From an optimization exercise on the open Yosys and OpenROAD flow, aimed at small area, a short achievable clock period and few clock cycles; shortcuts taken in it are not production practice.
Only simulation tests tie the RTL to the original design; equivalence was not proved.
Power and IR drop assume default switching activity.

===== flow/design.v =====
module ice_rx #(
    parameter [7:0]  PRE_GOC   = 8'h47,
    parameter [7:0]  PRE_EIN   = 8'h45,
    parameter [7:0]  PRE_MBUS  = 8'h4D,
    parameter [23:0] T_SHORT   = 24'd10,
    parameter [23:0] T_LONG    = 24'd30,
    parameter [23:0] T_GAP     = 24'd10,
    parameter [23:0] T_START   = 24'd60,
    parameter [23:0] T_STOP    = 24'd90,
    parameter [23:0] TOL_SHORT = 24'd4,
    parameter [23:0] TOL_LONG  = 24'd4,
    parameter [23:0] TOL_GAP   = 24'd4,
    parameter [23:0] TOL_START = 24'd4,
    parameter [23:0] TOL_STOP  = 24'd4
) (
    input  wire        clk,
    input  wire        rst,
    input  wire        in_valid,
    input  wire [7:0]  in_data,
    output wire        in_ready,
    output reg         bit_valid,
    output reg         bit_data,
    output reg         pay_valid,
    output reg  [7:0]  pay_data,
    output reg         res_valid,
    output reg  [1:0]  res_tag,
    output reg  [3:0]  res_code,
    output reg  [16:0] res_count,
    output reg  [7:0]  res_f0,
    output reg  [7:0]  res_f1,
    output reg  [7:0]  res_f2,
    output reg  [7:0]  res_f3,
    output reg  [7:0]  res_f4,
    output reg  [7:0]  res_decl
);
    localparam [1:0] TAG_UNREC = 2'd0, TAG_GOC = 2'd1, TAG_EIN = 2'd2, TAG_MBUS = 2'd3;
    localparam [3:0] C_OK         = 4'd0,
                     C_LEN_SHORT  = 4'd1,
                     C_LEN_DIFF   = 4'd2,
                     C_CHECKSUM   = 4'd3,
                     C_MALFORMED  = 4'd4,
                     C_TRAILING   = 4'd5,
                     C_OUT_OF_BAND= 4'd6,
                     C_AMBIGUOUS  = 4'd7,
                     C_UNEXPECTED = 4'd8,
                     C_TRUNCATED  = 4'd9;
    localparam [1:0] P_IDLE = 2'd0, P_LEN_HI = 2'd1, P_LEN_LO = 2'd2, P_BODY = 2'd3;
    function [15:0] crc16_byte;
        input [15:0] c;
        input [7:0]  b;
        integer i;
        reg [15:0] x;
        begin
            x = c ^ {b, 8'h00};
            for (i = 0; i < 8; i = i + 1)
                x = x[15] ? ({x[14:0], 1'b0} ^ 16'h1021) : {x[14:0], 1'b0};
            crc16_byte = x;
        end
    endfunction
    function in_window;
        input [23:0] d;
        input [23:0] t;
        input [23:0] tol;
        reg   [24:0] lo;
        begin
            lo = (tol > t) ? 25'd0 : ({1'b0, t} - {1'b0, tol});
            in_window = ({1'b0, d} >= lo) && ({1'b0, d} <= ({1'b0, t} + {1'b0, tol}));
        end
    endfunction
    assign in_ready = 1'b1;
    wire take = in_valid & in_ready;
    reg [1:0]  phase;
    reg [1:0]  chan;         
    reg [7:0]  len_hi;
    reg [15:0] body_len;
    reg [15:0] off;          
    reg [7:0]  hdr0, hdr1, hdr2, hdr3, hdr4, decl;
    reg [7:0]  sum;
    reg [15:0] crc;
    reg        crc_hi_ok;
    reg        not_goc;      
    reg        edge_rise;    
    reg [15:0] dur_hi;       
    reg [13:0] evt_idx;      
    reg        goc_done;     
    reg        goc_err;
    reg [3:0]  goc_code;
    reg [13:0] goc_err_idx;
    reg [12:0] bit_cnt;
    wire [15:0] len_now   = (phase == P_LEN_LO) ? {len_hi, in_data} : body_len;
    wire        last_byte = (phase == P_BODY) && (off == body_len - 16'd1);
    wire [23:0] dur       = {dur_hi, in_data};
    wire        word_end  = (phase == P_BODY) && (chan == TAG_GOC) && (off[1:0] == 2'd3);
    wire        k_odd     = evt_idx[0];
    wire        w_gap     = in_window(dur, T_GAP,   TOL_GAP);
    wire        w_short   = in_window(dur, T_SHORT, TOL_SHORT);
    wire        w_long    = in_window(dur, T_LONG,  TOL_LONG);
    wire        w_start   = in_window(dur, T_START, TOL_START);
    wire        w_stop    = in_window(dur, T_STOP,  TOL_STOP);
    wire [2:0]  n_class   = {2'd0, w_short} + {2'd0, w_long} + {2'd0, w_start} + {2'd0, w_stop};
    reg         ev_err;
    reg [3:0]   ev_code;
    reg         ev_bit;
    reg         ev_bit_val;
    reg         ev_stop;
    always @(*) begin
        ev_err     = 1'b0;
        ev_code    = C_OK;
        ev_bit     = 1'b0;
        ev_bit_val = 1'b0;
        ev_stop    = 1'b0;
        if (edge_rise == k_odd) begin
            ev_err  = 1'b1;
            ev_code = C_MALFORMED;
        end else if (goc_done) begin
            ev_err  = 1'b1;
            ev_code = C_TRAILING;
        end else if (k_odd) begin
            if (!w_gap) begin
                ev_err  = 1'b1;
                ev_code = C_OUT_OF_BAND;
            end
        end else if (n_class == 3'd0) begin
            ev_err  = 1'b1;
            ev_code = C_OUT_OF_BAND;
        end else if (n_class != 3'd1) begin
            ev_err  = 1'b1;
            ev_code = C_AMBIGUOUS;
        end else if (evt_idx == 14'd0) begin
            if (!w_start) begin
                ev_err  = 1'b1;
                ev_code = C_UNEXPECTED;
            end
        end else if (w_short) begin
            ev_bit_val = 1'b1;
            ev_bit     = 1'b0;
        end else if (w_long) begin
            ev_bit_val = 1'b1;
            ev_bit     = 1'b1;
        end else if (w_stop) begin
            ev_stop = 1'b1;
        end else begin
            ev_err  = 1'b1;
            ev_code = C_UNEXPECTED;
        end
    end
    wire        n_not_goc  = not_goc | ((chan == TAG_GOC) && (off[1:0] == 2'd0) && (in_data > 8'h01));
    wire        n_goc_err  = goc_err | (word_end & ev_err);
    wire [3:0]  n_goc_code = goc_err ? goc_code : ev_code;
    wire [13:0] n_err_idx  = goc_err ? goc_err_idx : evt_idx;
    wire        n_done     = goc_done | (word_end & ~goc_err & ev_stop);
    wire [12:0] n_bit_cnt  = bit_cnt + ((word_end & ~goc_err & ev_bit_val) ? 13'd1 : 13'd0);
    wire [15:0] ein_actual  = body_len - 16'd4;
    wire [15:0] mbus_actual = body_len - 16'd8;
    always @(posedge clk) begin
        if (rst) begin
            phase     <= P_IDLE;
            chan      <= TAG_GOC;
            len_hi    <= 8'd0;
            body_len  <= 16'd0;
            off       <= 16'd0;
            hdr0      <= 8'd0;
            hdr1      <= 8'd0;
            hdr2      <= 8'd0;
            hdr3      <= 8'd0;
            hdr4      <= 8'd0;
            decl      <= 8'd0;
            sum       <= 8'd0;
            crc       <= 16'hFFFF;
            crc_hi_ok <= 1'b0;
            not_goc   <= 1'b0;
            edge_rise <= 1'b0;
            dur_hi    <= 16'd0;
            evt_idx   <= 14'd0;
            goc_done  <= 1'b0;
            goc_err   <= 1'b0;
            goc_code  <= C_OK;
            goc_err_idx <= 14'd0;
            bit_cnt   <= 13'd0;
            bit_valid <= 1'b0;
            bit_data  <= 1'b0;
            pay_valid <= 1'b0;
            pay_data  <= 8'd0;
            res_valid <= 1'b0;
            res_tag   <= TAG_UNREC;
            res_code  <= C_OK;
            res_count <= 17'd0;
            res_f0    <= 8'd0;
            res_f1    <= 8'd0;
            res_f2    <= 8'd0;
            res_f3    <= 8'd0;
            res_f4    <= 8'd0;
            res_decl  <= 8'd0;
        end else begin
            bit_valid <= 1'b0;
            pay_valid <= 1'b0;
            res_valid <= 1'b0;
            if (take) begin
                case (phase)
                P_IDLE: begin
                    if (in_data == PRE_GOC || in_data == PRE_EIN || in_data == PRE_MBUS) begin
                        chan  <= (in_data == PRE_GOC) ? TAG_GOC :
                                 (in_data == PRE_EIN) ? TAG_EIN : TAG_MBUS;
                        phase <= P_LEN_HI;
                    end else begin
                        res_valid <= 1'b1;
                        res_tag   <= TAG_UNREC;
                        res_code  <= C_OK;
                        res_count <= 17'd1;
                        res_f0    <= in_data;
                    end
                end
                P_LEN_HI: begin
                    len_hi <= in_data;
                    phase  <= P_LEN_LO;
                end
                P_LEN_LO: begin
                    body_len  <= len_now;
                    off       <= 16'd0;
                    sum       <= 8'd0;
                    crc       <= 16'hFFFF;
                    crc_hi_ok <= 1'b0;
                    not_goc   <= (len_now[1:0] != 2'd0);
                    evt_idx   <= 14'd0;
                    goc_done  <= 1'b0;
                    goc_err   <= 1'b0;
                    goc_code  <= C_OK;
                    goc_err_idx <= 14'd0;
                    bit_cnt   <= 13'd0;
                    if (len_now == 16'd0) begin
                        phase     <= P_IDLE;
                        res_valid <= 1'b1;
                        res_tag   <= chan;
                        res_count <= 17'd0;
                        res_code  <= (chan == TAG_GOC) ? C_TRUNCATED : C_LEN_SHORT;
                    end else begin
                        phase <= P_BODY;
                    end
                end
                P_BODY: begin
                    off <= off + 16'd1;
                    if (off == 16'd0) hdr0 <= in_data;
                    if (off == 16'd1) hdr1 <= in_data;
                    if (off == 16'd2) hdr2 <= in_data;
                    if (off == 16'd3) hdr3 <= in_data;
                    if (off == 16'd4) hdr4 <= in_data;
                    if ((chan == TAG_EIN && off == 16'd2) || (chan == TAG_MBUS && off == 16'd5))
                        decl <= in_data;
                    if (off < body_len - 16'd1) sum <= sum + in_data;
                    if (off < body_len - 16'd2) crc <= crc16_byte(crc, in_data);
                    if (off == body_len - 16'd2) crc_hi_ok <= (in_data == crc[15:8]);
                    if (chan == TAG_EIN && off >= 16'd3 && off < body_len - 16'd1) begin
                        pay_valid <= 1'b1;
                        pay_data  <= in_data;
                    end
                    if (chan == TAG_MBUS && off >= 16'd6 && off < body_len - 16'd2) begin
                        pay_valid <= 1'b1;
                        pay_data  <= in_data;
                    end
                    if (chan == TAG_GOC) begin
                        case (off[1:0])
                        2'd0: edge_rise <= (in_data == 8'h01);
                        2'd1: dur_hi[15:8] <= in_data;
                        2'd2: dur_hi[7:0]  <= in_data;
                        default: ;
                        endcase
                        not_goc <= n_not_goc;
                        if (word_end) begin
                            evt_idx     <= evt_idx + 14'd1;
                            goc_err     <= n_goc_err;
                            goc_code    <= n_goc_code;
                            goc_err_idx <= n_err_idx;
                            goc_done    <= n_done;
                            bit_cnt     <= n_bit_cnt;
                            if (!goc_err && ev_bit_val) begin
                                bit_valid <= 1'b1;
                                bit_data  <= ev_bit;
                            end
                        end
                    end
                    if (last_byte) begin
                        phase     <= P_IDLE;
                        res_valid <= 1'b1;
                        res_tag   <= chan;
                        res_code  <= C_OK;
                        res_f0    <= hdr0;
                        res_f1    <= hdr1;
                        res_f2    <= hdr2;
                        res_f3    <= hdr3;
                        res_f4    <= hdr4;
                        res_decl  <= decl;
                        case (chan)
                        TAG_GOC: begin
                            if (n_not_goc) begin
                                res_tag   <= TAG_UNREC;
                                res_count <= {1'b0, body_len} + 17'd3;
                                res_f0    <= PRE_GOC;
                            end else if (n_goc_err) begin
                                res_code  <= n_goc_code;
                                res_count <= {3'd0, n_err_idx};
                            end else if (!n_done) begin
                                res_code  <= C_TRUNCATED;
                                res_count <= {3'd0, evt_idx + 14'd1};
                            end else begin
                                res_count <= {4'd0, n_bit_cnt};
                            end
                        end
                        TAG_EIN: begin
                            res_count <= {1'b0, ein_actual};
                            if (body_len < 16'd4) begin
                                res_code  <= C_LEN_SHORT;
                                res_count <= {1'b0, body_len};
                            end else if ({8'd0, decl} != ein_actual)
                                res_code <= C_LEN_DIFF;
                            else if (in_data != sum)
                                res_code <= C_CHECKSUM;
                        end
                        default: begin  
                            res_count <= {1'b0, mbus_actual};
                            if (body_len < 16'd8) begin
                                res_code  <= C_LEN_SHORT;
                                res_count <= {1'b0, body_len};
                            end else if ({8'd0, decl} != mbus_actual)
                                res_code <= C_LEN_DIFF;
                            else if (!crc_hi_ok || in_data != crc[7:0])
                                res_code <= C_CHECKSUM;
                        end
                        endcase
                    end
                end
                endcase
            end
        end
    end
endmodule

===== flow/run.sh =====
#!/bin/bash
# synth_recipe.tcl (not shown) runs the flow's synth.tcl, then flattens the netlist and writes it again
# the make line also repeats each setting of config.mk as NAME=value (left out here)
make -C /OpenROAD-flow-scripts/flow DESIGN_CONFIG=/design/flow/config.mk WORK_HOME=/design/flow/orfs CLKGATE_MAP_FILE= SYNTH_SCRIPT=/design/flow/synth_recipe.tcl finish

===== flow/config.mk =====
export PLATFORM = sky130hd
export DESIGN_NAME = ice_rx
export DESIGN_NICKNAME = ice_rx
export VERILOG_FILES = /design/flow/design.v
export SDC_FILE = /design/flow/constraint.sdc
export NUM_CORES = 4
export LEC_CHECK = 0
export CAP_MARGIN = 20
export CORE_MARGIN = 2
export CORE_UTILIZATION = 40
export PLACE_DENSITY = 0.6
export SLEW_MARGIN = 20

===== flow/constraint.sdc =====
create_clock -name core_clock -period 6.5 [get_ports {clk}]
set_input_delay 1.3000 -clock core_clock [delete_from_list [all_inputs] [get_ports {clk}]]
set_output_delay 1.3000 -clock core_clock [all_outputs]
set_load 0.01 [all_outputs]

==> results.tsv <==
stage	metric	value	unit
outcome	outcome	timing/DRC/antenna clean	
timing	setup_viol	0	
timing	post-route-period-util	0.966	
synth	async_flop_share	0	
cts	clk_path_buf_depth	3	
finish	fillers	3623	
timing	report.final.slew_viol_count	0	
timing	hold_violations	0	
synth	ys_top_cells_by_area	dfxtp_1, nand2_1, mux2i_1	
die	core.rowCount	70	
setup_path	crit_path_start	in_data[2]	
pwr	leakagePower	6.92	nW
pwr	power_frac_comb	0.041	
timing	finalSetupTns	0	ps
die	coreArea	36800	µm²
synth	synth_top_cell_area_share	0.354	
global_route	track_usage	0.243	
global_route	grt-ovfl-total	0	
global_route	grt_pass1_vias	13200	
pwr	internal-power	2.82	mW
synth	syn-num-nets	1975	
synth	synthDistinctLibCells	78	
setup_path	crit_path_start_kind	input pin	
global_route	grt_max_degree	108	
die	fp.dieW	198	µm
pwr	p_total	3.66	mW
run	drv_cap	0	
cts	cts_tree	yes	
finish	stdcell_area	17600	µm²
pwr	pwr-share-clk	0.513	
timing	max_freq	0.159	GHz
finish	area_delta_synth_final	17.5	%
die	die_h	198	µm
setup_path	path_max_fanout	4	
finish	final_layout_size_suffix_gt1_frac	0.0762	
setup_path	worstPathArrival	6760	ps
synth	synth-edff-count	0	
cts	cts_num_sinks	265	
detailed_routing	drt_iter0_drc	1319	
synth	syn-cell-area	15000	µm²
placed_design	dp_hpwl	34.4	mm
min_path	hold_class	register to register	
detailed_routing	wl	48.5	mm
setup_path	crit_required	6970	ps
synth	syn_area_per_cell	7.89	µm²
synth	synthFlopType	dfxtp_1	
setup_path	reg2reg_slack	1090	ps
synth	yosysWarnings	1	
global_route	grt_pass1_wl	75.1	mm
finish	mostFrequentLayoutCells	nand2_1, dfxtp_1, nor2_1, a21oi_1, mux2i_1	
setup_path	reg2reg_from	dur_hi[8]	
timing	skew	9.80	ps
timing	fin_crit	6280	ps
die	boundaryPins	95	
setup_path	path_class	input pin to register	
synth	ys_ff_latch	265	
die	initial_core_util	0.407	
finish	post-route-util	0.479	
detailed_routing	via_per_inst	5.72	
placed_design	gp_congestion	0.891	
pwr	pwr-share-seq	0.446	
pwr	power_switching	843	µW
cts	htree_levels	1	
placed_design	portBuffers	93	
cts	root_buffer	clkbuf_16	
detailed_routing	drc_errors	0	
synth	synth_area_leader_cell	dfxtp_1	
global_route	antenna_found_initial	0	
pwr	power_density	208	nW/µm²
synth	syn_inst	1899	
cts	clk_latency	590	ps
min_path	hp-start	res_f3[6]	
detailed_routing	wl_per_cell	19.9	µm
finish	num_antenna_cells	0	
pwr	ir_drop	0.000202	V
timing	slew-limit-headroom	0.254	
cts	path_clk_slew	60	ps
timing	worst_slew_pin_slew	1120	ps
die	dieArea	39000	µm²
setup_path	end_kind	register	
pwr	sw_frac_of_total	0.230	
detailed_routing	ant_nets	0	
placed_design	placed_cell_area	16400	µm²
synth	yosysSeqAreaShare	0.354	
finish	final_nets	2020	
detailed_routing	first_pass_iters	8	
finish	final_common_cell	nand2_1	
cts	cts-buffers-inserted	31	
detailed_routing	num_vias	13900	
==> kinds of logic after synthesis <==
family,Yosys count,share of synthesized area
buffers and inverters,179,0.0463
and+or+nand+nor,761,0.234
DFF,265,0.354
other,1,0.000250
AOI/OAI and AO/OA,394,0.165
xor gates and xnor gates,132,0.0772
muxes,102,0.0683
adders and majority gates,65,0.0553
==> cells in the mapped netlist (all sizes together), types with 8 or more instances <==
| cell type | number |
|---|---|
| nand4 | 22 |
| xnor2 | 70 |
| or3 | 20 |
| nand3 | 55 |
| buf | 19 |
| ha | 63 |
| o211ai | 14 |
| mux2i | 100 |
| nand3b | 8 |
| a211oi | 10 |
| o21ai | 76 |
| clkbuf | 127 |
| nand2 | 272 |
| a21o | 8 |
| nor3 | 38 |
| nor4 | 23 |
| a21oi | 166 |
| inv | 33 |
| a22oi | 39 |
| dfxtp | 265 |
| and2 | 15 |
| xor2 | 62 |
| nor2 | 233 |
| nor2b | 12 |
| and4 | 9 |
| and3 | 17 |
==> final timing paths <==
check	cells past startpoint	endpoint
setup reg to reg	24	res_count[10]
setup / recovery	25	res_count[10]
hold reg to reg	2	res_f3[6]
hold / removal	2	res_f3[6]
==> critical path: stages <==
cell             delay [ps]
clkdlybuf4s50_1         460
or4_4                   540
o41a_1                  440
or3_4                   360
fa_1                    510
inv_1                    40
ha_1                    200
buf_4                   130
ha_1                    200
nor4b_4                 290
and2_4                  190
nand3_1                  80
a211oi_2                160
buf_4                   140
ha_2                    190
and4_4                  240
nand2_2                  80
nor2_4                  140
buf_4                   130
nand4_1                 130
xnor2_1                 160
mux2i_1                 130
mux2i_1                  80
a221oi_1                310
o21ai_1                 100
==> per-stage QoR <==
stage               setup slack (ps)  hold WS, ps  instances
floorplan                       34.1          428       1899
global placement                -399          441       2375
detailed placement              -458          447       2375
CTS                              126          458       2433
global route                   -3.77          475       2437
finish                           218          453       2437
==> layer usage <==
metal  global-route usage  vias to the layer above  wire, µm
met2                0.387                      460     21700
met5                    0                        -         0
met3               0.0420                       96      3360
met1                0.332                     6673     21800
li1                     -                     6713         -
met4               0.0838                        0      1680
==> timing repair <==
action | in CTS | in global routing
buffers inserted | 0 | 3
gates resized for setup | 0 | 8
endpoints found under the setup margin | 0 | 3
hold buffers | 0 | 0
==> sequential cells by signal, summed over array words and instances (netlist names), 13 cells and up <==
name,count
evt_idx,14
body_len,16
dur_hi,16
res_count,17
off,16
crc,16
goc_err_idx,14
bit_cnt,13
==> power by group through the flow <==
stage                     combinational (mW)  clock, mW  sequential (mW)
final                                  0.150       1.88             1.63
after global routing                   0.161       1.97             1.63
after CTS                              0.148       1.91             1.63
after detailed placement               0.147          0             1.67
after global placement                 0.146          0             1.67
after floorplan                       0.0867          0             1.67
==> layout make-up <==
class	count	area (µm²)	area share
inverters	33	124	0.00704
flip-flops and latches	265	5310	0.301
multi-input cells	1455	9040	0.514
clock buffers	46	922	0.0524
clock inverters	12	186	0.0106
well taps	468	586	0.0333
repair buffers	158	1440	0.0815
Testbench counts, summed over its fixed seeds: cycles 66,728.

==> what the ideal ports hide <==
How much do the figures lean on ideal ports? The routed layout below was timed once more, with nothing changed but the port constraints. Step 1 sets driving cells, clkbuf_16 on the clock port and buf_2 on the other inputs (assumed; they add their load-dependent delay and slew). Step 2 also shifts input and output timing later by t, the mid clock arrival at the registers, as if the neighbouring blocks saw the same clock. a / b / c = no drivers / after step 1 / after step 2; a / b = the first two.
shift t [ns]: 0.635
setup slack, ns: 0.218 / 0.247 / -0.388
slew at the worst register clock pin (ns): 0.06 / 0.06
worst data-port slew with drivers (ns): 0.05
Met with ideal ports but missed after step 2: setup timing in this run. For this run, drivers alone change the setup slack by +0.029 ns; drivers and shift together by -0.606 ns.
